Context: an optimization exercise on an open-source flow, tuned for small area, a short achievable clock period and few clock cycles. The choices shown serve that exercise and are no tape-out recipe.
In this exercise RTL edits were held to simulation tests only and were not proved equivalent to the original.
Power is estimated from default activity; no workload was simulated.

job 101:
==> module c2mux_addr_enc, before the edit <==
module c2mux_addr_enc (
    input  wire        clk,
    input  wire        rst,
    input  wire        start,
    input  wire [63:0] id,
    input  wire [3:0]  idlen,
    input  wire [7:0]  subid,
    input  wire        mcast,
    output reg         busy,
    output reg         done,
    output wire [47:0] addr,
    output wire        addr_valid,
    output wire [2:0]  cfgerr
);
    function [5:0] info;
        input [7:0] c;
        input       pad;
        begin
            info = pad ? 6'b111011 : {c[6], c[4:0]};
        end
    endfunction
    function [5:0] conv;
        input [5:0] h;
        begin
            conv = h[5] ? ({1'b0, h[4:0]} + 6'd9) : {2'b00, h[3:0]};
        end
    endfunction
    function valid_char;
        input [7:0] c;
        begin
            valid_char = (c[7:4] == 4'h3 && c[3:0] <= 4'd9) ||
                         (c[7:6] == 2'b01 && c[4:0] != 5'd0 && c[4:0] <= 5'd26);
        end
    endfunction
    reg [7:0] bad_q;
    reg       sub_q;
    reg       len_q;
    integer   k;
    always @(posedge clk) begin
        for (k = 0; k < 8; k = k + 1)
            bad_q[k] <= k < idlen && !valid_char(id[8*k +: 8]);
        sub_q <= subid[7:4] != 4'd0;
        len_q <= idlen > 4'd8;
    end
    wire [1:0] chk = sub_q ? 2'd1 : len_q ? 2'd3 : (|bad_q) ? 2'd2 : 2'd0;
    reg [5:0] ring [0:6];
    reg [5:0] c;
    reg [2:0] kc;           
    reg [2:0] pc;           
    reg [3:0] sub_r;
    reg       mc_r;
    reg [1:0] err_r;
    reg       ok_r;
    wire [5:0]  h    = ring[0];
    wire ts0;
    wire tc0;
    wire ts1;
    wire tc1;
    wire ts2;
    wire tc2;
    wire ts3;
    wire tc3;
    wire ts4;
    wire tc4;
    wire ts5;
    wire tc5;
    wire ts6;
    wire tc6;
    wire [11:0] tr1;
    wire [11:0] tr2;
    assign ts0 = h[0] ^ h[3];
    assign tc0 = h[0] & h[3];
    assign ts1 = h[0] ^ h[2];
    assign tc1 = h[0] & h[2];
    assign ts2 = h[1] ^ h[3] ^ c[3];
    assign tc2 = (h[1] & h[3]) | (h[1] & c[3]) | (h[3] & c[3]);
    assign ts3 = h[2] ^ h[4] ^ c[4];
    assign tc3 = (h[2] & h[4]) | (h[2] & c[4]) | (h[4] & c[4]);
    assign ts4 = h[5] ^ c[5] ^ ts0;
    assign tc4 = (h[5] & c[5]) | (h[5] & ts0) | (c[5] & ts0);
    assign ts5 = h[1] ^ h[4] ^ tc0;
    assign tc5 = (h[1] & h[4]) | (h[1] & tc0) | (h[4] & tc0);
    assign ts6 = h[2] ^ h[5];
    assign tc6 = h[2] & h[5];
    assign tr1 = {1'b0, h[5], h[4], h[3], ts6, tc4, tc3, tc2, tc1, c[2], h[1], h[0]};
    assign tr2 = {1'b0, 1'b0, 1'b0, tc6, tc5, ts5, ts4, ts3, ts2, ts1, c[1], c[0]};
    wire [11:0] t    = tr1 + tr2;
    wire        md_a = kc < pc;
    wire        md_b = kc == pc;
    wire [5:0]  out  = md_a ? t[5:0] : (md_b ? c : h);
    wire        fin  = kc == 3'd6 && pc == 3'd7;
    integer j;
    always @(posedge clk) begin
        for (j = 0; j < 6; j = j + 1)
            ring[j] <= busy ? ring[j+1] : info(id[8*(6-j) +: 8], (6 - j) >= idlen);
        ring[6] <= busy ? out : info(id[7:0], idlen == 4'd0);
        if (!busy)
            c <= conv(info(id[63:56], idlen < 4'd8));
        else if (md_a)
            c <= t[11:6];
        else if (md_b)
            c <= conv(h);
        kc <= (!busy || kc == 3'd6) ? 3'd0 : kc + 3'd1;
        if (!busy)
            pc <= 3'd0;
        else if (kc == 3'd6)
            pc <= pc + 3'd1;
        if (!busy) begin
            sub_r <= subid[3:0];
            mc_r  <= mcast;
        end
        if (busy && kc == 3'd0 && pc == 3'd0) begin
            err_r <= chk;
            ok_r  <= chk == 2'd0;
        end
        if (rst) begin
            busy <= 1'b0;
            done <= 1'b0;
        end else begin
            done <= busy && fin;
            busy <= busy ? !fin : start;
        end
    end
    assign addr = {ring[6][5:4], sub_r, 1'b1, mc_r, ring[6][3:0], ring[5],
                   ring[4], ring[3], ring[2], ring[1], ring[0]};
    assign addr_valid = ok_r;
    assign cfgerr     = {1'b0, err_r};
endmodule
Settings: LEC_CHECK=0, CAP_MARGIN=20, CORE_MARGIN=2, CORE_UTILIZATION=60, CTS_BUF_LIST=sky130_fd_sc_hd__clkbuf_16, CTS_CLUSTER_DIAMETER=100, CTS_CLUSTER_SIZE=25, SLEW_MARGIN=20, SYNTH_HIERARCHICAL=1, SYNTH_MINIMUM_KEEP_SIZE=0; clock period 10.0 ns.
standard.sh (not shown) runs the stock make flow with config.mk's settings and CLKGATE_MAP_FILE= SYNTH_SCRIPT=/design/flow/synth_recipe.tcl, a recipe that flattens the netlist after the stock synthesis.
==> flow/flow/run.sh <==
#!/bin/bash
# Layout flow: the standard ORFS flow (standard.sh), with two changes to
# how the layout is made:
#  - ports are buffered with sky130_fd_sc_hd__buf_1 instead of the default
#    delay cell chosen by buffer_ports (still one buffer on every port);
#  - timing repair aims for more setup slack than the 10 ns clock needs.
# The clock period, SDC, synthesis, floorplan, power grid and tap cells are
# the standard flow's own. Each tool's output goes to the ORFS logs under orfs/logs and
# to flow.log here.
set -uo pipefail
bash standard.sh \
  BUFFER_PORTS_ARGS="-buffer_cell sky130_fd_sc_hd__buf_1" \
  SETUP_SLACK_MARGIN=6.8 \
  finish > flow.log 2>&1
st=$?
mkdir -p logs
cp -r orfs/logs/. logs/ 2>/dev/null || true
exit $st
Testbench counts of job 101, summed over its fixed seeds: cycles 10,328.
#### Input delta (job 102 over job 101)
--- a/flow/design.v
+++ b/flow/design.v
@@ -49,45 +49,18 @@
     reg [2:0] pc;           
     reg [3:0] sub_r;
     reg       mc_r;
     reg [1:0] err_r;
     reg       ok_r;
     wire [5:0]  h    = ring[0];
-    wire ts0;
-    wire tc0;
-    wire ts1;
-    wire tc1;
-    wire ts2;
-    wire tc2;
-    wire ts3;
-    wire tc3;
-    wire ts4;
-    wire tc4;
-    wire ts5;
-    wire tc5;
-    wire ts6;
-    wire tc6;
-    wire [11:0] tr1;
-    wire [11:0] tr2;
-    assign ts0 = h[0] ^ h[3];
-    assign tc0 = h[0] & h[3];
-    assign ts1 = h[0] ^ h[2];
-    assign tc1 = h[0] & h[2];
-    assign ts2 = h[1] ^ h[3] ^ c[3];
-    assign tc2 = (h[1] & h[3]) | (h[1] & c[3]) | (h[3] & c[3]);
-    assign ts3 = h[2] ^ h[4] ^ c[4];
-    assign tc3 = (h[2] & h[4]) | (h[2] & c[4]) | (h[4] & c[4]);
-    assign ts4 = h[5] ^ c[5] ^ ts0;
-    assign tc4 = (h[5] & c[5]) | (h[5] & ts0) | (c[5] & ts0);
-    assign ts5 = h[1] ^ h[4] ^ tc0;
-    assign tc5 = (h[1] & h[4]) | (h[1] & tc0) | (h[4] & tc0);
-    assign ts6 = h[2] ^ h[5];
-    assign tc6 = h[2] & h[5];
-    assign tr1 = {1'b0, h[5], h[4], h[3], ts6, tc4, tc3, tc2, tc1, c[2], h[1], h[0]};
-    assign tr2 = {1'b0, 1'b0, 1'b0, tc6, tc5, ts5, ts4, ts3, ts2, ts1, c[1], c[0]};
-    wire [11:0] t    = tr1 + tr2;
+    wire [8:0]  h5   = {3'd0, h} + {1'd0, h, 2'd0};
+    wire [11:0] a37  = {h, 5'd0} + {3'd0, h5};
+    wire [6:0]  tl   = {1'b0, a37[5:0]} + {1'b0, c};
+    wire [5:0]  ahi  = a37[11:6];
+    wire [5:0]  ahi1 = ahi + 6'd1;
+    wire [11:0] t    = {tl[6] ? ahi1 : ahi, tl[5:0]};
     wire        md_a = kc < pc;
     wire        md_b = kc == pc;
     wire [5:0]  out  = md_a ? t[5:0] : (md_b ? c : h);
     wire        fin  = kc == 3'd6 && pc == 3'd7;
     integer j;
     always @(posedge clk) begin
[summary]
- Job 101 has lower static leakage than job 102.
- The category of the most critical setup path comes out flip-flop to primary output in one run and flip-flop to flip-flop in the other, namely in job 101 and job 102 respectively.
- Job 102 vs job 101 — area growth from synthesis to final layout rose 0.15 points.
- Via count in job 102 is 35 higher than in job 101
- In terms of post-route clock period utilization, job 101 and job 102 differ only marginally.
- As far as count of state elements after synthesis goes, job 101 and job 102 are indistinguishable; the numbers are identical.
Testbench counts of job 102, summed over its fixed seeds: cycles 10,328.

-- afterwards: timing with drivers on the ports --
How much do the figures lean on ideal ports? The routed layouts below were timed once more, with nothing changed but the port constraints.
Step 1 assumes that a clkbuf_16 drives the clock port and a buf_2 every other input.
Step 2 times the ports against the registers' clock, not the clock port: input delays grow and output delays shrink by t, the midpoint of the rising clock arrivals with the driver on.
a / b / c = ideal ports / drivers / drivers and shift; a / b = the first two.
run | t, ns | slack for setup (ns) | latest minus earliest clock arrival (ns) | worst register clock-pin slew, ns | worst data-port slew with drivers (ns)
job 101 | 0.544 | 6.854 / 6.804 / 6.522 | 0.022 / 0.023 | 0.10 / 0.10 | 0.07
job 102 | 0.540 | 6.850 / 6.801 / 6.509 | 0.023 / 0.023 | 0.10 / 0.10 | 0.05
After both steps every run listed still meets setup and hold. For job 102, which loses most, drivers alone change the setup slack by -0.049 ns; drivers and shift together by -0.341 ns.
